Background: an optimization exercise with open tools, aiming at small area, a short achievable clock period and few clock cycles per item. Do not read the settings as production practice.
At most, simulation tests tie the RTL to the original design; equivalence was not proved.
Function not checked in runs 2 and 3: the RTL went through the layout flow alone.
Power figures rest on the tool's default switching activity, not on a simulated workload.

### run.sh
#!/bin/bash
# synth_recipe.tcl (not shown) runs the flow's synth.tcl, then flattens the netlist and writes it again
# the make line also repeats each setting of config.mk as NAME=value (left out here)
make -C /OpenROAD-flow-scripts/flow DESIGN_CONFIG=/design/flow/config.mk WORK_HOME=/design/flow/orfs CLKGATE_MAP_FILE= SYNTH_SCRIPT=/design/flow/synth_recipe.tcl finish
### design.v
module irig_tce (
    input  wire        clk,
    input  wire        rst,
    input  wire        load,
    input  wire        tick,
    input  wire [1:0]  rc,           
    output reg         cmd_ready,
    input  wire        tbl_we,
    input  wire [6:0]  tbl_addr,
    input  wire [7:0]  tbl_wdata,
    input  wire        cfg_irig,
    input  wire        cfg_year,
    input  wire        cfg_ieee,
    input  wire        leap_ins,
    input  wire        leap_del,
    input  wire [6:0]  leap_tyear,
    input  wire [8:0]  leap_tday,
    input  wire [4:0]  leap_thour,
    input  wire [5:0]  leap_tmin,
    input  wire        leap_warn,
    input  wire [6:0]  start_year,
    input  wire [8:0]  start_day,
    input  wire [4:0]  start_hour,
    input  wire [5:0]  start_min,
    input  wire [5:0]  start_sec,
    input  wire        dst_req,
    input  wire        dst_active0,
    input  wire [6:0]  dst_tyear,
    input  wire [8:0]  dst_tday,
    input  wire [4:0]  dst_thour,
    input  wire [5:0]  dst_tmin,
    input  wire        cfg_off_sign,
    input  wire [3:0]  cfg_off_hours,
    input  wire        cfg_off_half,
    input  wire [3:0]  tq,
    input  wire [3:0]  dut1,
    input  wire [10:0] fsync,
    input  wire [10:0] fhour,
    output reg         pd_valid,
    input  wire        pd_ready,
    output reg  [9:0]  pd_dur,
    output reg  [10:0] pd_freq,
    output reg  [1:0]  pd_level,
    output reg         fault,
    output reg  [2:0]  fcause,
    output reg  [6:0]  findex,
    output reg  [6:0]  ct_year,
    output reg  [8:0]  ct_day,
    output reg  [4:0]  ct_hour,
    output reg  [5:0]  ct_min,
    output reg  [5:0]  ct_sec,
    output reg         dst_active,
    output reg         dst_pend,
    output reg         off_sign,
    output reg  [3:0]  off_hours,
    output reg         off_half
);
    localparam [1:0] LVL_OFF = 2'd0, LVL_LOW = 2'd1, LVL_HIGH = 2'd2;
    localparam [1:0] K_ZERO = 2'd0, K_ONE = 2'd1, K_PI = 2'd2;
    localparam [1:0] G_TICK = 2'd0, G_NOTICK = 2'd1, G_MARK = 2'd2;
    localparam [1:0] ST_IDLE = 2'd0, ST_GRP = 2'd1, ST_BITS = 2'd2;
    localparam [3:0] D_T0 = 4'd0, D_T1 = 4'd1, D_N0 = 4'd2, D_W = 4'd3, D_Q = 4'd4,
                     D_M0 = 4'd5, D_MQ = 4'd6, D_I1 = 4'd7, D_I2 = 4'd8;
    function [5:0] enc;
        input [7:0] e;
        input       irig;
        reg   [3:0] op, a;
        begin
            op = e[7:4];
            a  = e[3:0];
            if (op >= 4'd13)
                enc = 6'h3B;
            else if (irig && (op == 4'd1 || op >= 4'd7))
                enc = 6'h3D;
            else begin
                case (op)
                    4'd0:  enc = (a >= 4'd3) ? 6'h3C : (a == 4'd0) ? 6'h00 :
                                 (a == 4'd1) ? 6'h30 : 6'h31;
                    4'd1:  enc = (a >= 4'd3) ? 6'h3C : (a == 4'd0) ? 6'h32 :
                                 (a == 4'd1) ? 6'h33 : 6'h34;
                    4'd2:  enc = {2'b00, a};
                    4'd3:  enc = 6'h35;
                    4'd4:  enc = {2'b01, a};
                    4'd5:  enc = 6'h10;
                    4'd6:  enc = 6'h36;
                    4'd7:  enc = 6'h37;
                    4'd8:  enc = 6'h38;
                    4'd9:  enc = 6'h39;
                    4'd10: enc = (a == 4'd0) ? 6'h00 : {2'b10, a};
                    default: enc = 6'h3A;
                endcase
            end
        end
    endfunction
    function cdec;               
        input [5:0] c;
        cdec = (c[5:4] == 2'b01) || (c == 6'h35) || (c == 6'h37);
    endfunction
    function [8:0] dcd;
        input [5:0] c;
        input [3:0] dg;
        input       curz;
        input [3:0] d1v;
        input       lw;
        input       act;
        reg   [3:0] m;
        reg         f;
        reg   [2:0] cs;
        reg   [1:0] k, ty;
        reg         dc;
        begin
            m  = c[3:0];
            f  = 1'b0;
            cs = 3'd0;
            k  = K_ZERO;
            ty = G_TICK;
            dc = 1'b0;
            case (c[5:4])
                2'd0: k = ((dg & m) != 4'd0) ? K_ONE : K_ZERO;
                2'd1: begin
                    dc = 1'b1;
                    k  = ((dg & m) != 4'd0) ? K_ONE : K_ZERO;
                end
                2'd2: k = ((d1v & m) != 4'd0) ? K_ONE : K_ZERO;
                default: begin
                    case (m)
                        4'd0:  k = K_ONE;
                        4'd1:  k = K_PI;
                        4'd2:  begin k = K_ZERO; ty = G_NOTICK; end
                        4'd3:  begin k = K_ONE;  ty = G_NOTICK; end
                        4'd4:  begin k = K_PI;   ty = G_NOTICK; end
                        4'd5:  begin k = K_PI;   dc = 1'b1; end
                        4'd6:  k = K_PI;
                        4'd7:  begin k = K_PI;   ty = G_NOTICK; dc = 1'b1; end
                        4'd8:  ty = G_MARK;
                        4'd9:  k = lw ? K_ONE : K_ZERO;
                        4'd10: k = act ? K_ONE : K_ZERO;
                        4'd12: begin f = 1'b1; cs = 3'd2; end
                        4'd13: begin f = 1'b1; cs = 3'd3; end
                        default: begin f = 1'b1; cs = 3'd1; end
                    endcase
                end
            endcase
            if (dc && curz) begin
                f  = 1'b1;
                cs = 3'd4;
            end
            dcd = {f, cs, k, dc, ty};
        end
    endfunction
    function [7:0] bcd7;         
        input [6:0] v;
        reg   [14:0] s;
        integer i;
        begin
            s = {8'd0, v};
            for (i = 0; i < 7; i = i + 1) begin
                if (s[10:7] >= 4'd5) s[10:7] = s[10:7] + 4'd3;
                if (s[14:11] >= 4'd5) s[14:11] = s[14:11] + 4'd3;
                s = s << 1;
            end
            bcd7 = s[14:7];
        end
    endfunction
    function [3:0] inc10;
        input [3:0] v;
        inc10 = (v == 4'd9) ? 4'd0 : v + 4'd1;
    endfunction
    reg        irig;             
    reg        zai;              
    reg [4:0]  cur;
    reg [1:0]  st;
    reg [1:0]  sub;
    reg        gx;               
    reg [1:0]  gtype, gkind;
    reg        gfsel, gfault;
    reg [2:0]  gcause;
    reg [1:0]  rc_q;
    reg [2:0]  settle;
    reg [6:0]  b;                
    reg        ph;               
    reg [1:0]  kc;               
    reg        chg;              
    reg [5:0]  e1;               
    reg [3:0]  d1;               
    reg [8:0]  k1;               
    reg        k1_fsel;          
    reg  [365:0] wv;             
    reg  [5:0]   wpos;           
    reg  [59:0]  iv [0:4];       
    reg          wr_busy, wr_w;
    reg  [5:0]   wr_idx;
    reg  [2:0]   wr_ring;
    reg  [3:0]   wr_cnt;
    reg  [5:0]   wr_code;
    wire [6:0] ia = tbl_addr - 7'd64;
    wire       w_ok = (tbl_addr < 7'd61);
    wire       i_ok = (tbl_addr >= 7'd64) && (tbl_addr < 7'd114);
    wire       wr_take = tbl_we && !wr_busy && (w_ok || i_ok);
    reg        lv;               
    reg  [2:0] ia_ring;
    reg  [3:0] ia_idx;
    always @* begin
        if (ia[5:0] >= 6'd40)      begin ia_ring = 3'd4; ia_idx = ia[5:0] - 6'd40; end
        else if (ia[5:0] >= 6'd30) begin ia_ring = 3'd3; ia_idx = ia[5:0] - 6'd30; end
        else if (ia[5:0] >= 6'd20) begin ia_ring = 3'd2; ia_idx = ia[5:0] - 6'd20; end
        else if (ia[5:0] >= 6'd10) begin ia_ring = 3'd1; ia_idx = ia[5:0] - 6'd10; end
        else                       begin ia_ring = 3'd0; ia_idx = ia[3:0]; end
    end
    reg  [3:0] fpos, fframe;
    reg  [2:0] ftab;
    always @* begin
        case (fframe)
            4'd0:    ftab = 3'd0;
            4'd6:    ftab = 3'd2;
            4'd7:    ftab = 3'd3;
            4'd8:    ftab = 3'd2;
            4'd9:    ftab = 3'd4;
            default: ftab = 3'd1;
        endcase
    end
    wire f_rest = (fframe == 4'd0 && fpos <= 4'd2) || (fframe >= 4'd2 && fpos == 4'd0) ||
                  (fframe >= 4'd10);
    wire f_live = (fframe < 4'd10) && !(fframe == 4'd0 && fpos < 4'd2);
    wire bit_fetch;              
    wire f_step = (st == ST_BITS) ? bit_fetch : !f_rest;
    wire [59:0] ring_f = iv[ftab];
    wire [5:0]  e_f    = (ftab == 3'd0) ? ring_f[17:12] : ring_f[5:0];
    reg        lm_q, dfc_q, dpm_q;
    reg        arm_del_q, arm_ins_q, s59_q, m59_q, dge_q;
    reg [3:0]  yu_q, yt_q;
    reg [2:0]  st_q, mt_q;
    reg [3:0]  su_q, mu_q;
    reg [1:0]  ht_q;
    reg [3:0]  hu_q;
    reg [1:0]  dh_q;
    reg [6:0]  dr_q;             
    reg [3:0]  dt_q, du_q;       
    reg [11:0] sp_q;             
    reg [12:0] sh_q;             
    reg [16:0] sbs_q;            
    wire [8:0] ylen = (ct_year[1:0] == 2'b00) ? 9'd366 : 9'd365;
    wire       lm   = (ct_year == leap_tyear) && (ct_day == leap_tday) &&
                      (ct_hour == leap_thour) && (ct_min == leap_tmin);
    wire [7:0] by = bcd7(ct_year);
    wire [7:0] bm = bcd7({1'b0, ct_min});
    wire [7:0] bs = bcd7({1'b0, ct_sec});
    wire [7:0] dtu = bcd7(dr_q);
    always @(posedge clk) begin
        lm_q  <= lm;
        arm_del_q <= !zai && leap_del && ct_sec == 6'd58 && lm;
        arm_ins_q <= !zai && leap_ins && ct_sec == 6'd59 && lm;
        s59_q <= (ct_sec == 6'd59);
        m59_q <= (ct_min == 6'd59);
        dge_q <= (ct_day >= ylen);
        dfc_q <= (ct_year == dst_tyear) && (ct_day == dst_tday) &&
                 ((ct_min != 6'd59 && ct_hour == dst_thour && ct_min + 6'd1 == dst_tmin) ||
                  (ct_min == 6'd59 && ct_hour + 5'd1 == dst_thour && dst_tmin == 6'd0));
        dpm_q <= (dst_tmin != 6'd0) ?
                     (ct_year == dst_tyear && ct_day == dst_tday && ct_hour == dst_thour &&
                      ct_min + 6'd1 == dst_tmin) :
                 (dst_thour != 5'd0) ?
                     (ct_year == dst_tyear && ct_day == dst_tday && ct_min == 6'd59 &&
                      ct_hour + 5'd1 == dst_thour) :
                 (dst_tday > 9'd1) ?
                     (ct_year == dst_tyear && ct_min == 6'd59 && ct_hour == 5'd23 &&
                      ct_day + 9'd1 == dst_tday) :
                     (ct_min == 6'd59 && ct_hour == 5'd23 && ct_day == ylen &&
                      ((dst_tyear == 7'd0 && ct_year == 7'd99) ||
                       (dst_tyear <= 7'd100 && ct_year + 7'd1 == dst_tyear) ||
                       (dst_tyear > 7'd100 && {1'b0, ct_year} + 8'd101 == {1'b0, dst_tyear})));
        yt_q <= by[7:4];
        yu_q <= by[3:0];
        mt_q <= bm[6:4];
        mu_q <= bm[3:0];
        st_q <= bs[6:4];
        su_q <= bs[3:0];
        ht_q <= (ct_hour >= 5'd20) ? 2'd2 : (ct_hour >= 5'd10) ? 2'd1 : 2'd0;
        hu_q <= (ct_hour >= 5'd20) ? ct_hour - 5'd20 :
                (ct_hour >= 5'd10) ? ct_hour - 5'd10 : ct_hour[3:0];
        dh_q <= (ct_day >= 9'd300) ? 2'd3 : (ct_day >= 9'd200) ? 2'd2 :
                (ct_day >= 9'd100) ? 2'd1 : 2'd0;
        dr_q <= (ct_day >= 9'd300) ? ct_day - 9'd300 : (ct_day >= 9'd200) ? ct_day - 9'd200 :
                (ct_day >= 9'd100) ? ct_day - 9'd100 : ct_day[6:0];
        dt_q <= dtu[7:4];
        du_q <= dtu[3:0];
        sp_q <= {ct_min, 6'd0} - {4'd0, ct_min, 2'd0} + {6'd0, ct_sec};
        sh_q <= {ct_hour, 8'd0} - {3'd0, ct_hour, 5'd0} + {8'd0, ct_hour};
        sbs_q <= {sh_q, 4'd0} + {5'd0, sp_q};
    end
    wire m59     = m59_q;
    wire ins_arm = arm_ins_q;
    wire wrap    = zai || arm_del_q || (!arm_ins_q && s59_q);
    wire [5:0] nsec = wrap ? 6'd0 : ins_arm ? 6'd60 : ct_sec + 6'd1;
    wire fire    = wrap && dst_pend && dfc_q;
    reg  [5:0] nmin;
    reg  [4:0] h1, h2, nhour;
    reg        hw, dw;
    reg  [8:0] dd, nday;
    reg  [6:0] nyear;
    reg        nact, npend, nosign, nohalf;
    reg  [3:0] nohours;
    always @* begin
        nmin = wrap ? (m59 ? 6'd0 : ct_min + 6'd1) : ct_min;
        h1   = (wrap && m59) ? ct_hour + 5'd1 : ct_hour;
        nact    = dst_active;
        npend   = dst_pend;
        nosign  = off_sign;
        nohours = off_hours;
        nohalf  = off_half;
        h2 = h1;
        if (fire) begin
            npend = 1'b0;
            nact  = !dst_active;
            if (!dst_active) begin
                h2 = h1 + 5'd1;
                if (!off_sign) begin
                    if (off_hours == 4'd15) begin
                        nosign  = 1'b1;
                        nohours = off_half ? 4'd7 : 4'd8;
                    end else
                        nohours = off_hours + 4'd1;
                end else begin
                    if (off_hours == 4'd0) begin
                        nosign  = 1'b0;
                        nohours = off_half ? 4'd0 : 4'd1;
                    end else
                        nohours = off_hours - 4'd1;
                end
            end else begin
                h2 = h1 - 5'd1;
                if (off_sign) begin
                    if (off_hours == 4'd15) begin
                        nosign  = 1'b0;
                        nohours = off_half ? 4'd7 : 4'd8;
                    end else
                        nohours = off_hours + 4'd1;
                end else begin
                    if (off_hours == 4'd0) begin
                        nosign  = 1'b1;
                        nohours = off_half ? 4'd0 : 4'd1;
                    end else
                        nohours = off_hours - 4'd1;
                end
            end
        end
        hw    = (h2 >= 5'd24);
        nhour = hw ? h2 - 5'd24 : h2;
        dd    = ct_day + {8'd0, hw};
        dw    = hw && dge_q;
        nday  = dw ? 9'd1 : dd;
        nyear = dw ? ((ct_year >= 7'd99) ? 7'd0 : ct_year + 7'd1) : ct_year;
    end
    reg  nextra;
    always @(posedge clk) nextra <= dw && leap_warn;
    wire [3:0] n_su = (wrap || ins_arm) ? 4'd0 : inc10(su_q);
    wire [3:0] n_st = wrap ? 4'd0 : ins_arm ? 4'd6 :
                      (su_q == 4'd9) ? {1'b0, st_q} + 4'd1 : {1'b0, st_q};
    wire [3:0] n_mu = wrap ? inc10(mu_q) : mu_q;
    wire [3:0] n_yu = dw ? inc10(yu_q) : yu_q;
    wire [3:0] iy_t = cfg_year ? yt_q : 4'd0;
    wire [3:0] iy_u = cfg_year ? yu_q : 4'd0;
    wire [13:0] cf_data = cfg_ieee ?
        {tq, off_half, off_hours, off_sign, dst_active, dst_pend && dpm_q,
         leap_del && lm_q, (leap_ins || leap_del) && lm_q} : 14'd0;
    reg [14:0] cf_q;
    always @(posedge clk)
        cf_q <= {cfg_ieee & (^cf_data ^ ^iy_t ^ ^iy_u ^ ^dh_q ^ ^dt_q ^ ^du_q ^ ^ht_q ^
                             ^hu_q ^ ^mt_q ^ ^mu_q ^ ^st_q ^ ^su_q), cf_data};
    function [3:0] wdig;         
        input [4:0] i;
        begin
            case (i)
                5'd0: wdig = yt_q;
                5'd1: wdig = {2'b00, dh_q};
                5'd2: wdig = dt_q;
                5'd3: wdig = du_q;
                5'd4: wdig = {2'b00, ht_q};
                5'd5: wdig = hu_q;
                5'd6: wdig = {1'b0, mt_q};
                5'd7: wdig = mu_q;
                5'd8: wdig = yu_q;
                default: wdig = 4'd0;
            endcase
        end
    endfunction
    function [3:0] idig;         
        input [4:0] i;
        begin
            case (i)
                5'd0:  idig = {3'd0, sbs_q[16]};
                5'd1:  idig = sbs_q[15:12];
                5'd2:  idig = sbs_q[11:8];
                5'd3:  idig = sbs_q[7:4];
                5'd4:  idig = sbs_q[3:0];
                5'd6:  idig = {1'b0, cf_q[14:12]};
                5'd7:  idig = cf_q[11:8];
                5'd8:  idig = cf_q[7:4];
                5'd9:  idig = cf_q[3:0];
                5'd10: idig = iy_t;
                5'd11: idig = iy_u;
                5'd13: idig = {2'b00, dh_q};
                5'd14: idig = dt_q;
                5'd15: idig = du_q;
                5'd16: idig = {2'b00, ht_q};
                5'd17: idig = hu_q;
                5'd18: idig = {1'b0, mt_q};
                5'd19: idig = mu_q;
                5'd20: idig = {1'b0, st_q};
                5'd21: idig = su_q;
                default: idig = 4'd0;
            endcase
        end
    endfunction
    wire [5:0] wpos_m1 = (wpos == 6'd0) ? 6'd60 : wpos - 6'd1;
    wire       w_at0   = (nsec == wpos);
    wire       w_al    = w_at0 || (nsec == wpos_m1);
    wire [5:0] e_w     = w_at0 ? wv[5:0] : wv[365:360];
    function [22:0] desc;        
        input [3:0]  id;
        input [1:0]  kd;
        input [1:0]  rq;
        input        b42;
        input [10:0] fm;
        reg   [9:0]  w, q, m, s, a;
        begin
            case (kd)
                K_ONE:   begin w = 10'd570; q = 10'd400; m = 10'd5; s = 10'd5; end
                K_PI:    begin w = 10'd770; q = 10'd200; m = 10'd8; s = 10'd2; end
                default: begin w = 10'd170; q = 10'd800; m = 10'd2; s = 10'd8; end
            endcase
            a = (rq == 2'd1) ? 10'd10 : (rq == 2'd2) ? 10'h3F6 : 10'd0;
            case (id)
                D_T0: desc = {10'd5, 11'd1000, LVL_HIGH};
                D_T1: desc = {10'd25, 11'd0, LVL_OFF};
                D_N0: desc = {10'd30, 11'd0, LVL_OFF};
                D_W:  desc = {w, 11'd100, LVL_LOW};
                D_Q:  desc = {q + a, 11'd0, LVL_OFF};
                D_M0: desc = {10'd800, fm, LVL_HIGH};
                D_MQ: desc = {10'd200 + a, 11'd0, LVL_OFF};
                D_I1: desc = {m, 11'd1000, LVL_HIGH};
                default:
                    desc = {s + ((b42 && rq == 2'd1) ? 10'd1 : (b42 && rq == 2'd2) ? 10'h3FF : 10'd0),
                            11'd1000, LVL_LOW};
            endcase
        end
    endfunction
    function [3:0] gfirst;
        input [1:0] ty;
        gfirst = (ty == G_MARK) ? D_M0 : (ty == G_NOTICK) ? D_N0 : D_T0;
    endfunction
    function [3:0] gnext;        
        input [1:0] ty;
        input [1:0] sb;
        begin
            case (ty)
                G_MARK:   gnext = D_MQ;
                G_NOTICK: gnext = (sb == 2'd1) ? D_W : D_Q;
                default:  gnext = (sb == 2'd1) ? D_T1 : (sb == 2'd2) ? D_W : D_Q;
            endcase
        end
    endfunction
    function [1:0] glast;
        input [1:0] ty;
        glast = (ty == G_MARK) ? 2'd1 : (ty == G_NOTICK) ? 2'd2 : 2'd3;
    endfunction
    wire accept_tick = cmd_ready && tick && !load && !fault;
    wire accept_load = cmd_ready && load;
    wire xfer        = pd_valid && pd_ready;
    assign bit_fetch = xfer && (st == ST_BITS) && !ph;
    wire in_bits  = (st == ST_BITS);
    wire prime_e  = !irig || (st == ST_IDLE) || (in_bits && ((b == 7'd98 && ph) || b == 7'd99));
    wire prime_k  = !irig || (st == ST_IDLE) || (in_bits && b == 7'd99);
    wire [5:0] r1_0 = iv[0][5:0];
    wire [5:0] r1_1 = iv[0][11:6];
    wire [4:0] cur_w = wrap ? 5'd8 : cur;        
    wire [4:0] cur_s = cur - {4'd0, k1[2]};
    wire [4:0] eff_n = cur_s - {4'd0, cdec(e1)};
    reg        need_al;          
    reg  [5:0] rot_cnt;
    reg        spec_q;           
    wire [6:0] al_d0 = {1'b0, nsec} - {1'b0, wpos};
    wire [6:0] al_d1 = al_d0[6] ? al_d0 + 7'd61 : al_d0;
    wire [5:0] al_dist  = (al_d1 == 7'd60) ? 6'd0 : al_d1[5:0];
    wire       al_go = need_al && lv && !irig && !chg && !wr_busy;
    reg        rot_w, sub_w;
    reg [4:0]  rot_i, sub_i;
    integer    t;
    always @* begin
        sub_w = wr_busy && wr_w && ((wpos == wr_idx) || (wr_idx > 6'd60));
        rot_w = (wr_busy && wr_w) || (rot_cnt != 6'd0) || spec_q;
        for (t = 0; t < 5; t = t + 1) begin
            rot_i[t] = (f_step && f_live && ftab == t) ||
                       (f_step && t == 0 && fframe == 4'd1 && fpos < 4'd2) ||
                       (wr_busy && !wr_w && wr_ring == t);
            sub_i[t] = wr_busy && !wr_w && wr_ring == t && wr_cnt == wr_idx[3:0];
        end
    end
    always @(posedge clk) begin
        if (rot_w) begin
            wv   <= {sub_w ? wr_code : wv[5:0], wv[365:6]};
            wpos <= (wpos >= 6'd60) ? 6'd0 : wpos + 6'd1;
        end
        for (t = 0; t < 5; t = t + 1)
            if (rot_i[t])
                iv[t] <= {sub_i[t] ? wr_code : iv[t][5:0], iv[t][59:6]};
        if (wr_busy) begin
            if (wr_w) begin
                if (sub_w) wr_busy <= 1'b0;
            end else begin
                wr_cnt <= wr_cnt + 4'd1;
                if (wr_cnt >= 4'd9) wr_busy <= 1'b0;
            end
        end else if (wr_take) begin
            wr_busy <= 1'b1;
            wr_w    <= w_ok;
            wr_idx  <= w_ok ? tbl_addr[5:0] : {2'b00, ia_idx};
            wr_ring <= ia_ring;
            wr_cnt  <= 4'd0;
            wr_code <= enc(tbl_wdata, !w_ok);
        end
        spec_q <= accept_tick && !irig && w_at0;
        if (al_go)
            rot_cnt <= al_dist;
        else if (rot_cnt != 6'd0)
            rot_cnt <= rot_cnt - 6'd1;
        if (accept_load || accept_tick || (wr_busy && sub_w))
            need_al <= 1'b1;
        else if (al_go)
            need_al <= 1'b0;
        fpos   <= fpos_n;
        fframe <= fframe_n;
    end
    reg [3:0] fpos_n, fframe_n;
    always @* begin
        fpos_n   = fpos;
        fframe_n = fframe;
        if (f_step) begin
            if (fpos >= 4'd9) begin
                fpos_n   = 4'd0;
                fframe_n = fframe + 4'd1;
            end else
                fpos_n = fpos + 4'd1;
        end else if (st != ST_BITS) begin
            fpos_n   = 4'd2;
            fframe_n = 4'd0;
        end
    end
    wire f_rest_n = (fframe_n == 4'd0 && fpos_n <= 4'd2) || (fframe_n >= 4'd2 && fpos_n == 4'd0) ||
                    (fframe_n >= 4'd10);
    reg [22:0] t_pd;
    reg        t_valid, t_fault;
    reg [1:0]  t_st;
    reg [4:0]  t_cur;
    reg [3:0]  t_d;
    always @* begin
        t_fault = 1'b0;
        t_st    = ST_GRP;
        t_valid = 1'b1;
        t_pd    = {10'd5, 11'd1000, LVL_HIGH};
        if (nextra) begin
            t_pd = {10'd5, 11'd1000, LVL_HIGH};
        end else if (k1[8]) begin
            t_valid = 1'b0;
            t_fault = 1'b1;
            t_st    = ST_IDLE;
        end else if (!irig) begin
            case (k1[1:0])
                G_MARK:   t_pd = {10'd800, k1_fsel ? fhour : fsync, LVL_HIGH};
                G_NOTICK: t_pd = {10'd30, 11'd0, LVL_OFF};
                default:  t_pd = {10'd5, 11'd1000, LVL_HIGH};
            endcase
        end else begin
            t_st = ST_BITS;
            t_pd = desc(D_I1, k1[4:3], 2'd0, 1'b0, 11'd0);
        end
        if (irig)
            t_cur = (nextra || k1[8]) ? 5'd21 : 5'd21 - {4'd0, k1[2]};
        else
            t_cur = cur_w - {4'd0, k1[2] && !k1[8]};
        case (5'd21 - {4'd0, k1[2]} - {4'd0, cdec(e1)})
            5'd21:   t_d = n_su;
            5'd20:   t_d = n_st;
            default: t_d = n_mu;
        endcase
    end
    wire t_bits = irig && !nextra && !k1[8];        
    reg [3:0]  x_id;
    reg [1:0]  x_kd;
    reg        x_fs;
    reg        x_valid, x_fault, x_gx0, x_bits0, x_l1, x_l2, x_subinc;
    reg [1:0]  x_st;
    reg [2:0]  x_cause;
    reg [6:0]  x_findex;
    always @* begin
        x_id     = D_T0;
        x_kd     = K_ZERO;
        x_fs     = gfsel;
        x_valid  = 1'b1;
        x_fault  = 1'b0;
        x_cause  = k1[7:5];
        x_findex = 7'd0;
        x_st     = st;
        x_gx0    = 1'b0;            
        x_bits0  = 1'b0;            
        x_l1     = 1'b0;            
        x_l2     = 1'b0;            
        x_subinc = 1'b0;
        if (st == ST_GRP) begin
            if (sub == (gx ? 2'd3 : glast(gtype))) begin
                if (gx && !irig) begin
                    x_gx0 = 1'b1;
                    if (gfault) begin
                        x_valid  = 1'b0;
                        x_fault  = 1'b1;
                        x_cause  = gcause;
                        x_findex = {1'b0, ct_sec};
                        x_st     = ST_IDLE;
                    end else
                        x_id = gfirst(gtype);
                end else if (gx) begin
                    x_gx0 = 1'b1;
                    if (k1[8]) begin
                        x_valid = 1'b0;
                        x_fault = 1'b1;
                        x_st    = ST_IDLE;
                    end else begin
                        x_id    = D_I1;
                        x_kd    = k1[4:3];
                        x_bits0 = 1'b1;
                        x_st    = ST_BITS;
                    end
                end else begin
                    x_valid = 1'b0;
                    x_st    = ST_IDLE;
                end
            end else begin
                x_subinc = 1'b1;
                x_id     = gx ? gnext(G_TICK, sub + 2'd1) : gnext(gtype, sub + 2'd1);
                x_kd     = gx ? K_ZERO : gkind;
            end
        end else begin
            if (!ph) begin
                x_l2 = 1'b1;
                x_id = D_I2;
                x_kd = kc;
            end else if (b == 7'd99) begin
                x_valid = 1'b0;
                x_st    = ST_IDLE;
            end else if (k1[8]) begin
                x_valid  = 1'b0;
                x_fault  = 1'b1;
                x_findex = b + 7'd1;
                x_st     = ST_IDLE;
            end else begin
                x_l1 = 1'b1;
                x_id = D_I1;
                x_kd = k1[4:3];
            end
        end
    end
    wire [22:0] x_pd = desc(x_id, x_kd, rc_q, b == 7'd42, x_fs ? fhour : fsync);
    wire [3:0] p_d = irig ? (cdec(r1_0) ? n_st : n_su) :
                     (wrap ? (cdec(e1) ? n_mu : n_yu) : wdig(cur_w - {4'd0, cdec(e1)}));
    wire [8:0] k_in  = dcd(e1, d1, cur == 5'd0, dut1, leap_warn, dst_active);
    wire [8:0] k_pr  = irig ? dcd(r1_0, d1, 1'b0, dut1, leap_warn, nact) :
                              dcd(e1, d1, cur_w == 5'd0, dut1, leap_warn, nact);
    reg [2:0] settle_n;
    reg [1:0] st_n;
    always @* begin
        settle_n = (settle != 3'd0) ? settle - 3'd1 : 3'd0;
        st_n     = st;
        if (rst) begin
            settle_n = 3'd0;
            st_n     = ST_IDLE;
        end else if (accept_load) begin
            settle_n = 3'd4;
        end else if (accept_tick) begin
            settle_n = 3'd4;
            st_n     = t_st;
        end else if (xfer)
            st_n = x_st;
        if (rot_w || (rot_i != 5'd0) || wr_busy || wr_take || spec_q)
            if (settle_n < 3'd3) settle_n = 3'd3;
        if ((need_al && lv && !irig) || rot_cnt != 6'd0)
            if (settle_n == 3'd0) settle_n = 3'd1;
    end
    always @(posedge clk) begin
        chg       <= !rst && (accept_load || accept_tick);
        st        <= st_n;
        settle    <= settle_n;
        cmd_ready <= (st_n == ST_IDLE) && (settle_n == 3'd0) && f_rest_n;
        if (prime_e)
            e1 <= irig ? r1_1 : e_w;
        else if (xfer && x_l2)
            e1 <= e_f;
        if (!rst && accept_tick && t_bits)
            d1 <= t_d;
        else if (!rst && xfer && (x_l1 || x_bits0) && !prime_e)
            d1 <= idig(eff_n);
        else if (prime_e)
            d1 <= p_d;
        if (prime_k) begin
            k1      <= k_pr;
            k1_fsel <= (nmin == 6'd0);
        end else if (xfer && x_l2)
            k1 <= k_in;
        if (accept_tick || xfer)
            {pd_dur, pd_freq, pd_level} <= accept_tick ? t_pd : x_pd;
        if (rst) begin
            pd_valid <= 1'b0;
            lv       <= 1'b0;
        end else if (accept_load) begin
            lv         <= 1'b1;
            ct_year    <= start_year;
            ct_day     <= start_day;
            ct_hour    <= start_hour;
            ct_min     <= start_min;
            ct_sec     <= start_sec;
            zai        <= 1'b0;
            dst_active <= dst_active0;
            dst_pend   <= dst_req;
            off_sign   <= cfg_off_sign;
            off_hours  <= cfg_off_hours;
            off_half   <= cfg_off_half;
            irig       <= cfg_irig;
            cur        <= cfg_irig ? 5'd21 : 5'd8;
            fault      <= 1'b0;
            fcause     <= 3'd0;
            findex     <= 7'd0;
        end else if (accept_tick) begin
            ct_year    <= nyear;
            ct_day     <= nday;
            ct_hour    <= nhour;
            ct_min     <= nmin;
            ct_sec     <= nsec;
            zai        <= ins_arm;
            dst_active <= nact;
            dst_pend   <= npend;
            off_sign   <= nosign;
            off_hours  <= nohours;
            off_half   <= nohalf;
            rc_q       <= rc;
            gtype    <= k1[1:0];
            gkind    <= k1[4:3];
            gfsel    <= k1_fsel;
            gfault   <= k1[8];
            gcause   <= k1[7:5];
            gx       <= nextra;
            sub      <= 2'd0;
            pd_valid <= t_valid;
            cur      <= t_cur;
            kc       <= k1[4:3];
            b        <= 7'd0;
            ph       <= 1'b0;
            if (t_fault && !nextra) begin
                fault  <= 1'b1;
                fcause <= k1[7:5];
                findex <= irig ? 7'd0 : {1'b0, nsec};
            end
        end else if (xfer) begin
            pd_valid <= x_valid;
            if (x_fault) begin
                fault  <= 1'b1;
                fcause <= x_cause;
                findex <= x_findex;
            end
            if (x_gx0) begin
                gx  <= 1'b0;
                sub <= 2'd0;
            end
            if (x_subinc)
                sub <= sub + 2'd1;
            if (x_bits0 || x_l1) begin
                kc  <= k1[4:3];
                cur <= cur_s;
                ph  <= 1'b0;
            end
            if (x_bits0)
                b <= 7'd0;
            if (x_l1)
                b <= b + 7'd1;
            if (x_l2)
                ph <= 1'b1;
        end
    end
endmodule
### constraint.sdc
create_clock -name core_clock -period 13.0 [get_ports {clk}]
set_input_delay 2.6000 -clock core_clock [delete_from_list [all_inputs] [get_ports {clk}]]
set_output_delay 2.6000 -clock core_clock [all_outputs]
set_load 0.01 [all_outputs]
### config.mk
export PLATFORM = sky130hd
export DESIGN_NAME = irig_tce
export DESIGN_NICKNAME = irig_tce
export VERILOG_FILES = /design/flow/design.v
export SDC_FILE = /design/flow/constraint.sdc
export NUM_CORES = 4
export LEC_CHECK = 0
export CAP_MARGIN = 20
export CORE_MARGIN = 2
export CORE_UTILIZATION = 40
export PLACE_DENSITY = 0.6
export SLEW_MARGIN = 20
==> implementation parameters, run 1 <==
Parameter                              Value

Outcome
  Status ... finished clean

Synthesis
  Sequential fraction of the synthesis area ... between 60% and 70%
  Number of standard cells after synthesis ... ~3200
  Cell area after synthesis ... 42500 sq um
  Syn Nets ... 3562
  Mean area per synthesized cell ... 13.1 sq um
  Flip-flop and latch count after synthesis ... 953
  Dominant synthesized flop cell ... sky130_fd_sc_hd__edfxtp_1
  Number of warning messages in the yosys log ... 2
  Cell types with the largest area share after synthesis ... sky130_fd_sc_hd__edfxtp_1 (58%), sky130_fd_sc_hd__dfxtp_1 (6.1%), sky130_fd_sc_hd__ha_1 (4.7%)
  Area share of the leading cell type in the synthesized netlist ... between 50% and 60%
  Number of unique standard cell types used by synthesis ... 101
  Post-synth ARST share ... 0%
  Count of flip-flops with a built-in enable after synthesis ... 824
  Top cell type by total area after synthesis ... sky130_fd_sc_hd__edfxtp_1

Route
  Antenna Nets Post-Route ... 0
  Iteration count of the initial detailed-routing pass ... 6
  Post-DR wirelength/cell ... 20.5 microns
  Via count normalized by instance count ... 5.35
  Vias after detailed routing ... 26367
  Drt first-iter violations ... between 2000 and 3000
  Routed wire length ... 101 mm
  Number of design rule violations left after detail routing ... 0

Die
  Die area ... approximately 110000 sq um
  Placement Rows ... 119
  Placeable core area ... 105000 sq um
  Die H ... 330 microns
  Width of the chip ... approximately 330 microns
  Top-level port count ... 231
  Starting Density ... 40.3%

Placed design
  Routability congestion estimate from global placement ... 0.907
  Detail Placement HPWL ... 70.9 mm
  Placed Area ... 46200 sq um
  Port bufs ... 230

Timing
  # setup viols final ... 0
  Shortest clock period the worst path allows after layout ... 5.16 ns
  Setup tns final ... 0 ns
  Clock tree skew after final layout ... 0.0436 ns
  Final worst path period share ... 39.7%
  Max-slew violation count ... 0
  Final hold violations ... 0
  Worst Tran Pin Value ... ~1.1 ns
  Max_slew headroom ... 26.5%
  RSZ-0062 raised after global routing ... false
  Worst hold slack across all endpoints ... roughly 0.33 ns
  Maximum operating frequency ... between 150 and 200 MHz

Setup path
  CP max-delay cell ... sky130_fd_sc_hd__nor2_2
  Startpoint types ... input port
  Arrival time worst endpoint ... around 5.6 ns
  Required @ worst endpoint ... 13.42 ns
  Top Family by Delay on Critical Path ... simple AND/OR/NAND/NOR gates
  Cells along the critical path ... clkdlybuf4s50_1, nor2_2, inv_1, nor3_1, a2111oi_0, o31a_1, a221o_1
  Maximum fanout along the worst path ... 17
  Critical path type ... in2reg
  Critical path capture point type ... flop
  End of the worst register-to-register path ... d1[2]
  Register-to-Register Path Depth ... 13
  Launching instance or port of the critical path ... rst
  R2r startpoint ... arm_ins_q
  Critical path buffer and inverter count ... 2
  Reg2Reg Setup Slack ... 8.43 ns
  Biggest cell delay along the critical path ... 0.92 ns

Global route
  Number of global-route vias before repair ... between 20000 and 30000
  Largest net degree at the start of global routing ... 200
  First-pass GRT wire length ... 154 mm
  Antenna violations before repair ... 9
  Overflow left after global routing ... 0
  GRT Overall Usage ... 18.4%

Layout
  FF/Latch Area ... 27300 sq um
  Area growth from synthesis to layout ... 16.6%
  Most frequent cells in the layout ... sky130_fd_sc_hd__edfxtp_1 (824), sky130_fd_sc_hd__clkdlybuf4s50_1 (230), sky130_fd_sc_hd__nand2_1 (224), sky130_fd_sc_hd__nor2_1 (207), sky130_fd_sc_hd__xnor2_1 (162)
  Number of nets in the layout ... about 3800
  Fin area ... a little under 50000 sq um
  Final core utilization ... 47.0%
  Share of layout cells above drive strength 1 ... 8.26%
  Number of filler cells placed in the layout ... 9218
  Most common cell after layout, fill and taps aside ... sky130_fd_sc_hd__edfxtp_1
  Multi-input combinational cell area ... ~14000 sq um

Hold path
  Worst Hold Launch ... dr_q[0]
  Cell depth of the worst min-delay path ... 0
  Path category of the worst min-delay check ... reg2reg
  Hold Path End ... du_q[0]

Clock tree
  Count of instances resized after the clock tree is built ... 0
  Number of hold buffers added after cts ... 0
  CTS tree ... yes
  Post-CTS clock slew at the launch and capture registers of the worst setup and hold paths ... 0.07 ns
  Clock tree sinks ... about 950
  Total clock buffers created by CTS ... 98
  Post-CTS setup buffers ... 0
  Worst-case clock buffer depth ... 3
  Source-to-sink clock delay at the later pin of the worst-skew pair ... 0.69 ns
  H-tree depth ... 3
  Clock Root Buffer ... sky130_fd_sc_hd__clkbuf_16

Job
  Max-cap violations ... 0

Power
  Standby leakage power ... about 18 nW
  Overall power of the completed layout ... 0.00871 W
  Worst IR Drop VDD ... roughly 110 uV
  Pwr Density ... approximately 180 nW/um^2
## registers in the layout, indices dropped and copies added, names as in the netlist, 6 cells and up, named ones only
name     flops
wv         366
iv         300
sbs_q       17
cf_q        15
sh_q        13
sp_q        12
pd_freq     11
ct_day       9
k1           9
pd_dur       8
b            7
ct_year      7
dr_q         7
findex       7
ct_min       6
ct_sec       6
e1           6
rot_cnt      6
wpos         6
wr_code      6
wr_idx       6
## final cells by class
type,count,share of cell area [%]
multi-input cells,2009,28.5
clock buffers,129,5.44
diodes,2,0.0101
flip-flops and latches,953,55.2
well taps,1391,3.52
repair buffers,264,5.19
inverters,133,1.01
clock inverters,48,1.11
## where the power goes
part	internal [W]	total (W)	switching (W)	leakage (nW)
Combinational	0.000429	0.00114	0.000707	6.96
Clock	0.00161	0.00279	0.00119	1.58
Sequential	0.00442	0.00478	0.000360	9.16
## cell families after synthesis
kind of cell	after synthesis	share of synthesized area (%)
AO/OA/AOI/OAI	626	9.78
XOR/XNOR	246	5.20
adder cells (fa/ha/maj)	166	4.98
buffers and inverters	280	2.62
flip-flops	953	64.4
multiplexers	125	3.23
AND/OR/NAND/NOR	846	9.84
## worst max-delay path by stage
| stage | to | depth (start not counted) |
|---|---|---|
| 2_1_floorplan | wpos[0] | 5 |
| 6_report | d1[2] | 7 |
| 5_1_grt | d1[2] | 7 |
| 4_1_cts | d1[2] | 7 |
| 3_5_place_dp | d1[2] | 7 |
| 3_3_place_gp | d1[2] | 7 |
## layer usage
layer / part of all wire, % / vias up / wire length, microns / track usage, %
met5: 0.054 / - / 55 / 0
met4: 2.8 / 8 / 2820 / 5.42
met3: 6.6 / 176 / 6630 / 3.72
met2: 45 / 766 / 45300 / 28.4
met1: 46 / 12930 / 46400 / 26.4
li1: - / 12487 / - / -
## stage by stage
step	worst slack (ns)	instances
final	7.84	4929
after global routing	7.74	4929
after CTS	7.95	4927
after detailed placement	7.23	4750
after global placement	7.35	4749
after floorplan	3.21	3242
## cells in the mapped netlist, drive strengths merged, types with 8 or more instances
cell type	n
a21o	31
or2	8
ha	161
a22o	9
buf	28
xnor2	165
o22ai	19
nor4	22
mux2	65
or3	11
a222oi	8
o31ai	21
and2	33
o211ai	20
a22oi	18
a21oi	161
clkbuf	119
edfxtp	824
dfxtp	129
a221oi	11
nand2b	32
nor3b	20
a311oi	14
inv	131
nand4	36
o21ai	134
a211oi	27
a31oi	29
o21a	19
mux2i	57
nand2	227
xor2	79
nand3	83
nor2b	37
a21boi	17
nor2	210
and3	12
nor3	76
Testbench counts, summed over its fixed seeds: cycles 44,066, items 40,182.
==> run 2, diff against run 1 <==
--- a/design.v
+++ b/design.v
@@ -229,8 +229,3 @@
     reg        lm_q, dfc_q, dpm_q;
-    reg        arm_del_q, arm_ins_q, s59_q, m59_q, dge_q;
-    reg [3:0]  yu_q, yt_q;
-    reg [2:0]  st_q, mt_q;
-    reg [3:0]  su_q, mu_q;
-    reg [1:0]  ht_q;
-    reg [3:0]  hu_q;
+    reg        arm_del_q, arm_ins_q, s59_q, m59_q, dge_q, h22_q, h23_q;
     reg [1:0]  dh_q;
@@ -239,3 +234,2 @@
     reg [11:0] sp_q;             
-    reg [12:0] sh_q;             
     reg [16:0] sbs_q;            
@@ -248,2 +242,25 @@
     wire [7:0] dtu = bcd7(dr_q);
+    wire [3:0] yt_q = by[7:4];
+    wire [3:0] yu_q = by[3:0];
+    wire [2:0] mt_q = bm[6:4];
+    wire [3:0] mu_q = bm[3:0];
+    wire [2:0] st_q = bs[6:4];
+    wire [3:0] su_q = bs[3:0];
+    wire [1:0] ht_q = (ct_hour >= 5'd20) ? 2'd2 : (ct_hour >= 5'd10) ? 2'd1 : 2'd0;
+    wire [3:0] hu_q = (ct_hour >= 5'd20) ? ct_hour[3:0] - 4'd4 :
+                      (ct_hour >= 5'd10) ? ct_hour[3:0] - 4'd10 : ct_hour[3:0];
+    reg  [12:0] h225;
+    always @* begin
+        case (ct_hour)
+            5'd0: h225 = 13'd0;     5'd1: h225 = 13'd225;   5'd2: h225 = 13'd450;
+            5'd3: h225 = 13'd675;   5'd4: h225 = 13'd900;   5'd5: h225 = 13'd1125;
+            5'd6: h225 = 13'd1350;  5'd7: h225 = 13'd1575;  5'd8: h225 = 13'd1800;
+            5'd9: h225 = 13'd2025;  5'd10: h225 = 13'd2250; 5'd11: h225 = 13'd2475;
+            5'd12: h225 = 13'd2700; 5'd13: h225 = 13'd2925; 5'd14: h225 = 13'd3150;
+            5'd15: h225 = 13'd3375; 5'd16: h225 = 13'd3600; 5'd17: h225 = 13'd3825;
+            5'd18: h225 = 13'd4050; 5'd19: h225 = 13'd4275; 5'd20: h225 = 13'd4500;
+            5'd21: h225 = 13'd4725; 5'd22: h225 = 13'd4950; 5'd23: h225 = 13'd5175;
+            default: h225 = 13'd0;
+        endcase
+    end
     always @(posedge clk) begin
@@ -254,2 +271,4 @@
         m59_q <= (ct_min == 6'd59);
+        h22_q <= (ct_hour >= 5'd22);
+        h23_q <= (ct_hour == 5'd23);
         dge_q <= (ct_day >= ylen);
@@ -271,11 +290,2 @@
                        (dst_tyear > 7'd100 && {1'b0, ct_year} + 8'd101 == {1'b0, dst_tyear})));
-        yt_q <= by[7:4];
-        yu_q <= by[3:0];
-        mt_q <= bm[6:4];
-        mu_q <= bm[3:0];
-        st_q <= bs[6:4];
-        su_q <= bs[3:0];
-        ht_q <= (ct_hour >= 5'd20) ? 2'd2 : (ct_hour >= 5'd10) ? 2'd1 : 2'd0;
-        hu_q <= (ct_hour >= 5'd20) ? ct_hour - 5'd20 :
-                (ct_hour >= 5'd10) ? ct_hour - 5'd10 : ct_hour[3:0];
         dh_q <= (ct_day >= 9'd300) ? 2'd3 : (ct_day >= 9'd200) ? 2'd2 :
@@ -287,4 +297,3 @@
         sp_q <= {ct_min, 6'd0} - {4'd0, ct_min, 2'd0} + {6'd0, ct_sec};
-        sh_q <= {ct_hour, 8'd0} - {3'd0, ct_hour, 5'd0} + {8'd0, ct_hour};
-        sbs_q <= {sh_q, 4'd0} + {5'd0, sp_q};
+        sbs_q <= {h225, 4'd0} + {5'd0, sp_q};
     end
@@ -304,3 +313,2 @@
         nmin = wrap ? (m59 ? 6'd0 : ct_min + 6'd1) : ct_min;
-        h1   = (wrap && m59) ? ct_hour + 5'd1 : ct_hour;
         nact    = dst_active;
@@ -310,3 +318,2 @@
         nohalf  = off_half;
-        h2 = h1;
         if (fire) begin
@@ -315,3 +322,2 @@
             if (!dst_active) begin
-                h2 = h1 + 5'd1;
                 if (!off_sign) begin
@@ -330,3 +336,2 @@
             end else begin
-                h2 = h1 - 5'd1;
                 if (off_sign) begin
@@ -346,5 +351,11 @@
         end
-        hw    = (h2 >= 5'd24);
-        nhour = hw ? h2 - 5'd24 : h2;
-        dd    = ct_day + {8'd0, hw};
+        case ({wrap && m59, fire, fire && dst_active})
+            3'b100:         begin h2 = ct_hour + 5'd1; hw = h23_q; end
+            3'b010:         begin h2 = ct_hour + 5'd1; hw = h23_q; end
+            3'b110:         begin h2 = ct_hour + 5'd2; hw = h22_q; end
+            3'b011:         begin h2 = ct_hour - 5'd1; hw = 1'b0; end
+            default:        begin h2 = ct_hour;        hw = 1'b0; end
+        endcase
+        nhour = hw ? {4'd0, h23_q && !(h2 == 5'd24)} : h2;
+        dd    = hw ? ct_day + 9'd1 : ct_day;
         dw    = hw && dge_q;
@@ -365,6 +376,7 @@
          leap_del && lm_q, (leap_ins || leap_del) && lm_q} : 14'd0;
-    reg [14:0] cf_q;
+    reg        par_q;
     always @(posedge clk)
-        cf_q <= {cfg_ieee & (^cf_data ^ ^iy_t ^ ^iy_u ^ ^dh_q ^ ^dt_q ^ ^du_q ^ ^ht_q ^
-                             ^hu_q ^ ^mt_q ^ ^mu_q ^ ^st_q ^ ^su_q), cf_data};
+        par_q <= cfg_ieee & (^cf_data ^ ^iy_t ^ ^iy_u ^ ^dh_q ^ ^dt_q ^ ^du_q ^ ^ht_q ^
+                             ^hu_q ^ ^mt_q ^ ^mu_q ^ ^st_q ^ ^su_q);
+    wire [14:0] cf_q = {par_q, cf_data};
     function [3:0] wdig;         
@@ -424,10 +436,30 @@
         input [10:0] fm;
-        reg   [9:0]  w, q, m, s, a;
+        reg   [9:0]  w, q, m, s, mq;
         begin
             case (kd)
-                K_ONE:   begin w = 10'd570; q = 10'd400; m = 10'd5; s = 10'd5; end
-                K_PI:    begin w = 10'd770; q = 10'd200; m = 10'd8; s = 10'd2; end
-                default: begin w = 10'd170; q = 10'd800; m = 10'd2; s = 10'd8; end
+                K_ONE:   begin w = 10'd570; m = 10'd5; end
+                K_PI:    begin w = 10'd770; m = 10'd8; end
+                default: begin w = 10'd170; m = 10'd2; end
+            endcase
+            case ({kd, rq})
+                4'b0001: q = 10'd810;  4'b0010: q = 10'd790;
+                4'b0101: q = 10'd410;  4'b0110: q = 10'd390;
+                4'b1001: q = 10'd210;  4'b1010: q = 10'd190;
+                4'b0100, 4'b0111: q = 10'd400;
+                4'b1000, 4'b1011: q = 10'd200;
+                default: q = 10'd800;
+            endcase
+            case (rq)
+                2'd1:    mq = 10'd210;
+                2'd2:    mq = 10'd190;
+                default: mq = 10'd200;
+            endcase
+            case ({kd, b42 && rq == 2'd1, b42 && rq == 2'd2})
+                4'b0010: s = 10'd9;  4'b0001: s = 10'd7;
+                4'b0110: s = 10'd6;  4'b0101: s = 10'd4;
+                4'b1010: s = 10'd3;  4'b1001: s = 10'd1;
+                4'b0100, 4'b0111: s = 10'd5;
+                4'b1000, 4'b1011: s = 10'd2;
+                default: s = 10'd8;
             endcase
-            a = (rq == 2'd1) ? 10'd10 : (rq == 2'd2) ? 10'h3F6 : 10'd0;
             case (id)
@@ -437,9 +469,7 @@
                 D_W:  desc = {w, 11'd100, LVL_LOW};
-                D_Q:  desc = {q + a, 11'd0, LVL_OFF};
+                D_Q:  desc = {q, 11'd0, LVL_OFF};
                 D_M0: desc = {10'd800, fm, LVL_HIGH};
-                D_MQ: desc = {10'd200 + a, 11'd0, LVL_OFF};
+                D_MQ: desc = {mq, 11'd0, LVL_OFF};
                 D_I1: desc = {m, 11'd1000, LVL_HIGH};
-                default:
-                    desc = {s + ((b42 && rq == 2'd1) ? 10'd1 : (b42 && rq == 2'd2) ? 10'h3FF : 10'd0),
-                            11'd1000, LVL_LOW};
+                default: desc = {s, 11'd1000, LVL_LOW};
             endcase
@@ -688,3 +718,3 @@
     always @(posedge clk) begin
-        chg       <= !rst && (accept_load || accept_tick);
+        chg       <= accept_load || accept_tick;
         st        <= st_n;
@@ -696,5 +726,5 @@
             e1 <= e_f;
-        if (!rst && accept_tick && t_bits)
+        if (accept_tick && t_bits)
             d1 <= t_d;
-        else if (!rst && xfer && (x_l1 || x_bits0) && !prime_e)
+        else if (xfer && (x_l1 || x_bits0) && !prime_e)
             d1 <= idig(eff_n);
@@ -709,7 +739,13 @@
             {pd_dur, pd_freq, pd_level} <= accept_tick ? t_pd : x_pd;
-        if (rst) begin
+        if (rst)
             pd_valid <= 1'b0;
-            lv       <= 1'b0;
-        end else if (accept_load) begin
-            lv         <= 1'b1;
+        else if (accept_tick)
+            pd_valid <= t_valid;
+        else if (xfer)
+            pd_valid <= x_valid;
+        if (rst)
+            lv <= 1'b0;
+        else if (accept_load)
+            lv <= 1'b1;
+        if (accept_load) begin
             ct_year    <= start_year;
@@ -750,3 +786,2 @@
             sub      <= 2'd0;
-            pd_valid <= t_valid;
             cur      <= t_cur;
@@ -761,3 +796,2 @@
         end else if (xfer) begin
-            pd_valid <= x_valid;
             if (x_fault) begin
==> flow/run.sh (new file) <==
#!/bin/bash
set -e
cat >> config.mk <<'EOC'
export SETUP_SLACK_MARGIN = 9.2
export TNS_END_PERCENT = 100
export BUFFER_PORTS_ARGS = -buffer_cell sky130_fd_sc_hd__buf_1
export CTS_BUF_LIST = sky130_fd_sc_hd__clkbuf_8
export CTS_CLUSTER_SIZE = 30
EOC
bash standard.sh > flow_standard.log 2>&1
==> standard.sh (new file) <==
#!/bin/bash
# synth_recipe.tcl (not shown) runs the flow's synth.tcl, then flattens the netlist and writes it again
# the make line also repeats each setting of config.mk as NAME=value (left out here)
make -C /OpenROAD-flow-scripts/flow DESIGN_CONFIG=/design/flow/config.mk WORK_HOME=/design/flow/orfs CLKGATE_MAP_FILE= SYNTH_SCRIPT=/design/flow/synth_recipe.tcl "${@:-finish}"
--- a/config.mk
+++ b/config.mk
@@ -12 +12,6 @@
 export SLEW_MARGIN = 20
+export SETUP_SLACK_MARGIN = 9.2
+export TNS_END_PERCENT = 100
+export BUFFER_PORTS_ARGS = -buffer_cell sky130_fd_sc_hd__buf_1
+export CTS_BUF_LIST = sky130_fd_sc_hd__clkbuf_8
+export CTS_CLUSTER_SIZE = 30
removed: run.sh
==> run 2 against run 1 <==
Against the previous run: register-to-register slack got worse by 1.0 ns; cell count increased by 7.5%; clock power decreased by 14%; critical path depth increased by 21; cell area increased by 3.0%; global-route usage increased by 2.1 points; hold slack got worse by 0.0040 ns; critical path type is now reg2reg; largest cell class unchanged.
==> implementation parameters, run 2 <==
Parameter                              Value

Outcome
  Status ... finished clean

Route
  Routed wire length ... 114 mm (+12%)
  Antenna Nets Post-Route ... 0 (unchanged)
  Drt first-iter violations ... 2693 (+7.7%)
  Post-DR wirelength/cell ... 21.5 microns (+4.7%)
  Vias after detailed routing ... 28529 (+8.2%)
  Via count normalized by instance count ... 5.38 (+0.66%)
  Iteration count of the initial detailed-routing pass ... 6 (unchanged)
  Number of design rule violations left after detail routing ... 0 (unchanged)

Synthesis
  Proportion of synthesized area in mux cells ... 3.08% (-0.14 points)
  Number of standard cells after synthesis ... 3334 (+2.8%)
  Dominant synthesized flop cell ... sky130_fd_sc_hd__edfxtp_1
  Count of flip-flops with a built-in enable after synthesis ... 812 (-1.5%)
  Most used standard cells in the synthesized netlist ... sky130_fd_sc_hd__edfxtp_1 (812), sky130_fd_sc_hd__nor2_1 (255), sky130_fd_sc_hd__nand2_1 (245), sky130_fd_sc_hd__a21oi_1 (170), sky130_fd_sc_hd__ha_1 (165)
  Flip-flop and latch count after synthesis ... 914 (-4.1%)
  Compound-gate portion of the synthesized area ... 11.2% (+1.4 points)
  Number of unique standard cell types used by synthesis ... 99 (-2.0%)
  Area share of fa/ha/maj cells after synthesis ... 5.00% (+0.016 points)
  Area share of the leading cell type in the synthesized netlist ... 57.9% (-0.38 points)
  Area share of and/or/nand/nor cells after synthesis ... 10.6% (+0.79 points)
  Number of warning messages in the yosys log ... 2 (unchanged)
  Top cell type by total area after synthesis ... sky130_fd_sc_hd__edfxtp_1
  Cell area after synthesis ... 42100 sq um (-0.80%)
  Combinational family with the most area after synthesis ... compound AO/OA/AOI/OAI gates
  Synth Area in XOR/XNOR ... 4.78% (-0.42 points)
  Syn Nets ... 3655 (+2.6%)
  Cell types with the largest area share after synthesis ... sky130_fd_sc_hd__edfxtp_1 (58%), sky130_fd_sc_hd__ha_1 (4.9%), sky130_fd_sc_hd__dfxtp_1 (4.8%)
  Post-synth ARST share ... 0% (unchanged)
  Sequential fraction of the synthesis area ... 62.7% (-1.6 points)
  Most used standard cell by instance count after synthesis ... sky130_fd_sc_hd__edfxtp_1
  Mean area per synthesized cell ... 12.6 sq um (-3.5%)

Global route
  Number of global-route vias before repair ... 27398 (+8.5%)
  First-pass GRT wire length ... 168 mm (+8.8%)
  GRT Overall Usage ... 20.5% (+2.1 points)
  Overflow left after global routing ... 0 (unchanged)
  Antenna violations before repair ... 9 (unchanged)
  Largest net degree at the start of global routing ... 171 (-14%)

Setup path
  CP max-delay cell ... sky130_fd_sc_hd__edfxtp_1
  Most common cell type on the critical path ... sky130_fd_sc_hd__xnor2_1
  Maximum fanout along the worst path ... 4 (-13)
  Reg2Reg Setup Slack ... 7.42 ns (-1.01 ns)
  Startpoint types ... flop
  Top Family by Delay on Critical Path ... compound AO/OA/AOI/OAI gates
  Required @ worst endpoint ... 13.76 ns (+0.34 ns)
  Arrival time worst endpoint ... 6.34 ns (+0.76 ns)
  Critical path capture point type ... flop
  Critical path type ... reg2reg
  Critical path buffer and inverter count ... 3 (+1)
  Biggest cell delay along the critical path ... 0.50 ns (-0.42 ns)
  Crit path depth ... 28 (+21)
  Register-to-Register Path Depth ... 28 (+15)

Layout
  Area growth from synthesis to layout ... 21.1%
  Flip-flop count of the largest register after layout ... 366 (unchanged)
  Most common cell after layout, fill and taps aside ... sky130_fd_sc_hd__edfxtp_1
  Largest registers in the final layout ... wv x366, iv x300, sbs_q x17
  Number of nets in the layout ... 4104 (+8.6%)
  Share of layout cells above drive strength 1 ... 20.9% (+13 points)
  Number of filler cells placed in the layout ... 9392 (+1.9%)
  Fin area ... 51000 sq um (+3.0%)
  Register with the most flip-flops ... wv
  Most frequent cells in the layout ... sky130_fd_sc_hd__edfxtp_1 (812), sky130_fd_sc_hd__nor2_1 (239), sky130_fd_sc_hd__nand2_1 (231), sky130_fd_sc_hd__inv_1 (174), sky130_fd_sc_hd__buf_4 (159)

Die
  Placeable core area ... 105000 sq um (-0.42%)
  Placement Rows ... 119 (unchanged)
  Top-level port count ... 231 (unchanged)
  Die area ... 108000 sq um (-0.79%)
  Starting Density ... 40.2% (-0.15 points)
  Die H ... 328 microns (-0.40%)
  Width of the chip ... 328 microns (-0.40%)

Power
  Worst IR Drop VDD ... 86.1 uV (-23%)
  Pwr Density ... 116 nW/um^2 (-34%)
  Standby leakage power ... 19.2 nW (+8.3%)

Clock tree
  H-tree depth ... 4 (+1)
  Number of hold buffers added after cts ... 0 (unchanged)
  CTS tree ... yes
  Post-CTS clock slew at the launch and capture registers of the worst setup and hold paths ... 0.06 ns (about the same)
  Total clock buffers created by CTS ... 149 (+52%)
  Clock Root Buffer ... sky130_fd_sc_hd__clkbuf_8
  Worst-case clock buffer depth ... 3 (unchanged)
  Clock tree sinks ... 914 (-4.1%)
  Source-to-sink clock delay at the later pin of the worst-skew pair ... 0.84 ns (+0.15 ns)

Timing
  RSZ-0062 raised after global routing ... true
  Worst Tran Pin Value ... 1.13 ns (+0.0237 ns)
  Shortest clock period the worst path allows after layout ... 5.58 ns (+0.418 ns)
  Clock tree skew after final layout ... 0.0495 ns (+0.00592 ns)
  Setup slack after layout ... 7.42 ns (-0.418 ns)
  Worst hold slack across all endpoints ... 0.322 ns (-0.00398 ns)
  Final worst path period share ... 42.9% (+3.2 points)
  Setup tns final ... 0 ns (unchanged)
  Max_slew headroom ... 24.9% (-1.6 points)
  # setup viols final ... 0 (unchanged)
  Maximum operating frequency ... 179 MHz (-7.5%)
  Final hold violations ... 0 (unchanged)
  Max-slew violation count ... 0 (unchanged)

Hold path
  Path category of the worst min-delay check ... reg2reg
  Cell depth of the worst min-delay path ... 0 (unchanged)

Placed design
  Worst slack after detailed placement ... 6.73 ns (-0.493 ns)
  Routability congestion estimate from global placement ... 0.948 (+4.5%)
  Placed Area ... 45400 sq um (-1.9%)
  Port bufs ... 230 (unchanged)
  Detail Placement HPWL ... 76.2 mm (+7.4%)

Job
  Max-cap violations ... 0 (unchanged)
run 2: cell types whose count changed after synthesis, moves of 12 or more:
cell / change
sky130_fd_sc_hd__clkbuf_1: -12
sky130_fd_sc_hd__edfxtp_1: -12
sky130_fd_sc_hd__a21oi_1: +13
sky130_fd_sc_hd__o211ai_1: +18
sky130_fd_sc_hd__a22oi_1: +13
sky130_fd_sc_hd__o21ai_0: +12
sky130_fd_sc_hd__nand2_1: +18
sky130_fd_sc_hd__nor2_1: +46
sky130_fd_sc_hd__dfxtp_1: -27
sky130_fd_sc_hd__xnor2_1: -15
run 2: final cells by class:
cell class              instances  area (sq um)  share of cell area (%)
well taps                    1391          1740                    3.41
inverters                     147           626                    1.23
flip-flops and latches        914         26500                    51.9
clock buffers                 156          2150                    4.21
clock inverters               115           727                    1.43
multi-input cells            2141         16200                    31.8
diodes                          4          10.0                  0.0196
repair buffers                430          3060                    5.99
run 2: report_power, final:
| group | internal, W | switching (W) |
|---|---|---|
| Sequential | 0.00326 | 0.0000477 |
| Clock | 0.00124 | 0.00117 |
| Combinational | 0.0000729 | 0.000112 |
run 2: repair_timing:
| action | in CTS | in global routing |
|---|---|---|
| resized for setup | 254 | 124 |
| buffers inserted | 120 | 48 |
| pin swaps | 53 | 33 |
| cloned | 3 | 3 |
| endpoints found under the setup margin | 486 | 384 |
run 2: final timing paths:
check | startpoint | to
worst max-delay path | ct_min[4] | par_q
worst min-delay path | dr_q[0] | du_q[0]
worst max register to register | ct_min[4] | par_q
worst min register to register | dr_q[0] | du_q[0]
run 2: cell families (layout without fill, tap and decap cells):
logic type / Yosys count / in the layout
flops: 914 / 914
fa+ha+maj: 167 / 167
mux: 121 / 121
compound gates: 704 / 705
simple gates: 923 / 924
buf+inv: 281 / 848
xor+xnor: 224 / 224
other cells: 0 / 4
run 2: stage by stage:
stage                     total power (W)  std cells  util, %
final                             0.00589       5298     48.7
after floorplan                   0.00347       3334        -
after detailed placement          0.00355       4849     43.3
after global routing              0.00613       5297     48.7
after CTS                         0.00598       5243     47.9
after global placement            0.00354       4849     43.3
run 2: layer usage:
metal,track usage (%),up-vias,routed length [microns]
met4,9.08,14,4610
li1,-,13429,-
met2,32.7,823,53500
met3,4.35,238,6390
met5,0,-,87
met1,26.9,14025,49300
==> run 3, diff against run 2 <==
==> flow/run.sh (replaced) <==
#!/bin/bash

# Each tool's full output is in flow_standard.log and in orfs/logs/.
set -e
cat >> config.mk <<'EOC'
export SETUP_SLACK_MARGIN = 9.2
export TNS_END_PERCENT = 100
export BUFFER_PORTS_ARGS = -buffer_cell sky130_fd_sc_hd__buf_1
EOC
bash standard.sh > flow_standard.log 2>&1
--- a/config.mk
+++ b/config.mk
@@ -15,3 +15 @@
 export BUFFER_PORTS_ARGS = -buffer_cell sky130_fd_sc_hd__buf_1
-export CTS_BUF_LIST = sky130_fd_sc_hd__clkbuf_8
-export CTS_CLUSTER_SIZE = 30
==> run 3 against run 2 <==
Against the previous run: clock power increased by 11%; via count about the same; register-to-register slack about the same; critical path depth unchanged; critical endpoint unchanged; highest routed layer unchanged.
==> implementation parameters, run 3 <==
Parameter                              Value

Outcome
  Status ... finished clean

Layout
  FF/Latch Area ... 26500 sq um (about the same)
  Number of nets in the layout ... 4084 (-0.49%)
  Number of filler cells placed in the layout ... 9231 (-1.7%)
  Multi-input combinational cell area ... 16300 sq um (+0.55%)
  Register with the most flip-flops ... wv
  Share of layout cells above drive strength 1 ... 21.3% (+0.39 points)
  Most frequent cells in the layout ... sky130_fd_sc_hd__edfxtp_1 (812), sky130_fd_sc_hd__nor2_1 (237), sky130_fd_sc_hd__nand2_1 (233), sky130_fd_sc_hd__buf_4 (169), sky130_fd_sc_hd__a21oi_1 (151)
  Area growth from synthesis to layout ... 23.2%
  Flip-flop count of the largest register after layout ... 366 (unchanged)

Die
  Die area ... 108000 sq um (unchanged)
  Top-level port count ... 231 (unchanged)
  Placement Rows ... 119 (unchanged)
  Placeable core area ... 105000 sq um (unchanged)
  Starting Density ... 40.2% (unchanged)

Setup path
  Maximum fanout along the worst path ... 4 (unchanged)
  Critical path capture point type ... flop
  Startpoint types ... flop
  Required @ worst endpoint ... 13.59 ns (-0.17 ns)
  CP max-delay cell ... sky130_fd_sc_hd__edfxtp_1
  Biggest cell delay along the critical path ... 0.50 ns (about the same)

Route
  Iteration count of the initial detailed-routing pass ... 6 (unchanged)
  Routed wire length ... 115 mm (+1.3%)
  Number of design rule violations left after detail routing ... 0 (unchanged)
  Via count normalized by instance count ... 5.45 (+1.3%)
  Vias after detailed routing ... 28526 (-0.011%)
  Antenna Nets Post-Route ... 0 (unchanged)
  Post-DR wirelength/cell ... 22.0 microns (+2.5%)

Clock tree
  H-tree depth ... 3 (-1)
  Clock tree sinks ... 914 (unchanged)
  Post-CTS clock slew at the launch and capture registers of the worst setup and hold paths ... 0.06 ns (about the same)
  Clock Root Buffer ... sky130_fd_sc_hd__clkbuf_16
  Source-to-sink clock delay at the later pin of the worst-skew pair ... 0.67 ns (-0.17 ns)
  Worst-case clock buffer depth ... 3 (unchanged)

Timing
  # setup viols final ... 0 (unchanged)
  Clock tree skew after final layout ... 0.0368 ns (-0.0127 ns)
  Setup tns final ... 0 ns (unchanged)
  Setup slack after layout ... 7.41 ns (-0.00343 ns)
  Maximum operating frequency ... 179 MHz (about the same)
  Max-slew violation count ... 0 (unchanged)
  Worst Tran Pin Value ... 1.10 ns (-0.0241 ns)
  RSZ-0062 raised after global routing ... true
  Max_slew headroom ... 26.5% (+1.6 points)

Power
  Pwr Density ... 119 nW/um^2 (+3.0%)
  Part of the total power dissipated in sequential elements ... 53.5% (-2.6 points)
  Internal power ... 0.00486 W (+6.5%)
  Clock share of power ... 43.1% (+2.3 points)
  Net switching power ... 0.00131 W (-1.4%)

Job
  Max-cap violations ... 0 (unchanged)

Global route
  Met1 GRT Util ... 27.5% (+0.60 points)
  Number of global-route vias before repair ... 26964 (-1.6%)
  Overflow left after global routing ... 0 (unchanged)
  Highest-utilization routing layer at the global route stage ... met2
  GR Layer Usage met3 ... 3.09% (-1.3 points)
  Largest net degree at the start of global routing ... 171 (unchanged)

Synthesis
  Top cell type by total area after synthesis ... sky130_fd_sc_hd__edfxtp_1
  Flip-flop and latch count after synthesis ... 914 (unchanged)
  Count of flip-flops with a built-in enable after synthesis ... 812 (unchanged)
  Sequential fraction of the synthesis area ... 62.7% (unchanged)
  Cell types with the largest area share after synthesis ... sky130_fd_sc_hd__edfxtp_1 (58%), sky130_fd_sc_hd__ha_1 (4.9%), sky130_fd_sc_hd__dfxtp_1 (4.8%)
  Number of unique standard cell types used by synthesis ... 99 (unchanged)
  Post-synth ARST share ... 0% (unchanged)
  Area share of the leading cell type in the synthesized netlist ... 57.9% (unchanged)
  Dominant synthesized flop cell ... sky130_fd_sc_hd__edfxtp_1
  Most used standard cell by instance count after synthesis ... sky130_fd_sc_hd__edfxtp_1
  Most used standard cells in the synthesized netlist ... sky130_fd_sc_hd__edfxtp_1 (812), sky130_fd_sc_hd__nor2_1 (255), sky130_fd_sc_hd__nand2_1 (245), sky130_fd_sc_hd__a21oi_1 (170), sky130_fd_sc_hd__ha_1 (165)
  Number of warning messages in the yosys log ... 2 (unchanged)

Placed design
  Routability congestion estimate from global placement ... 0.948 (unchanged)
  Port bufs ... 230 (unchanged)
  Detail Placement HPWL ... 76.2 mm (unchanged)
  Worst slack after detailed placement ... 6.73 ns (unchanged)
## run 3: cell counts after synthesis
No cell type changed its count.
## run 3: area by class of cell
class,instances,share of cell area (%)
clock inverters,54,1.10
multi-input cells,2141,31.4
diodes,1,0.00482
clock buffers,118,4.77
inverters,147,1.24
well taps,1391,3.35
repair buffers,466,7.08
flip-flops and latches,914,51.0
## run 3: what timing repair did
action,4_1_cts,5_1_grt
hold buffers,0,0
setup buffers,142,47
pin swaps,60,49
gates cloned,7,14
resized for setup,275,143
endpoints found under the setup margin,522,428
## run 3: final timing paths
path              endpoint  slack, ns      start  cells past startpoint
hold / removal    sbs_q[2]       0.33    sp_q[2]                      0
hold reg to reg   sbs_q[2]       0.33    sp_q[2]                      0
setup / recovery     par_q       7.41  ct_min[4]                     28
setup reg to reg     par_q       7.41  ct_min[4]                     28
## run 3: logic make-up (layout without fill, tap and decap cells)
logic type	after synthesis	in the layout	synth area share, %
xor+xnor	224	224	4.78
flops	914	914	62.7
compound gates	704	705	11.2
fa+ha+maj	167	167	5.00
buf+inv	281	785	2.56
mux	121	121	3.08
other cells	0	1	0
simple gates	923	924	10.6
## run 3: metal layers
metal  share of wire (%)  wire [microns]
met5               0.063              73
met4                 3.8            4420
met3                 5.4            6280
met2                  47           54200
met1                  44           50300
## run 3: critical path, delay by kind of cell (launching register included)
family                   cells  cell delay, ns
multiplexers                 1            0.34
flip-flops                   1            0.50
adder cells (fa/ha/maj)      5            1.02
buffers and inverters        3            0.27
AO/OA/AOI/OAI                7            1.51
XOR/XNOR                     9            1.36
AND/OR/NAND/NOR              3            0.50
## run 3: metrics by stage
| stage | power [W] | cells | util, % | hold WS [ns] |
|---|---|---|---|---|
| after floorplan | 0.00347 | 3334 | - | 0.310 |
| after global placement | 0.00354 | 4849 | 43.3 | 0.312 |
| after detailed placement | 0.00355 | 4849 | 43.3 | 0.312 |
| after CTS | 0.00622 | 5170 | 48.4 | 0.326 |
| after global routing | 0.00637 | 5231 | 49.5 | 0.335 |
| final | 0.00617 | 5232 | 49.5 | 0.326 |
## run 3: power by group through the flow
stage | sequential (W) | clock, W | combinational (W)
finish | 0.00330 | 0.00266 | 0.000209
global route | 0.00331 | 0.00284 | 0.000228
CTS | 0.00330 | 0.00273 | 0.000187
floorplan | 0.00334 | 0 | 0.000125
detailed placement | 0.00337 | 0 | 0.000180
global placement | 0.00336 | 0 | 0.000178

Setup slack of run 3, layout unchanged: 7.415 ns with ideal ports, 7.415 ns with driving cells assumed (clock clkbuf_16, inputs buf_2), 7.415 ns with port delays also shifted by the 0.728 ns mid clock arrival.
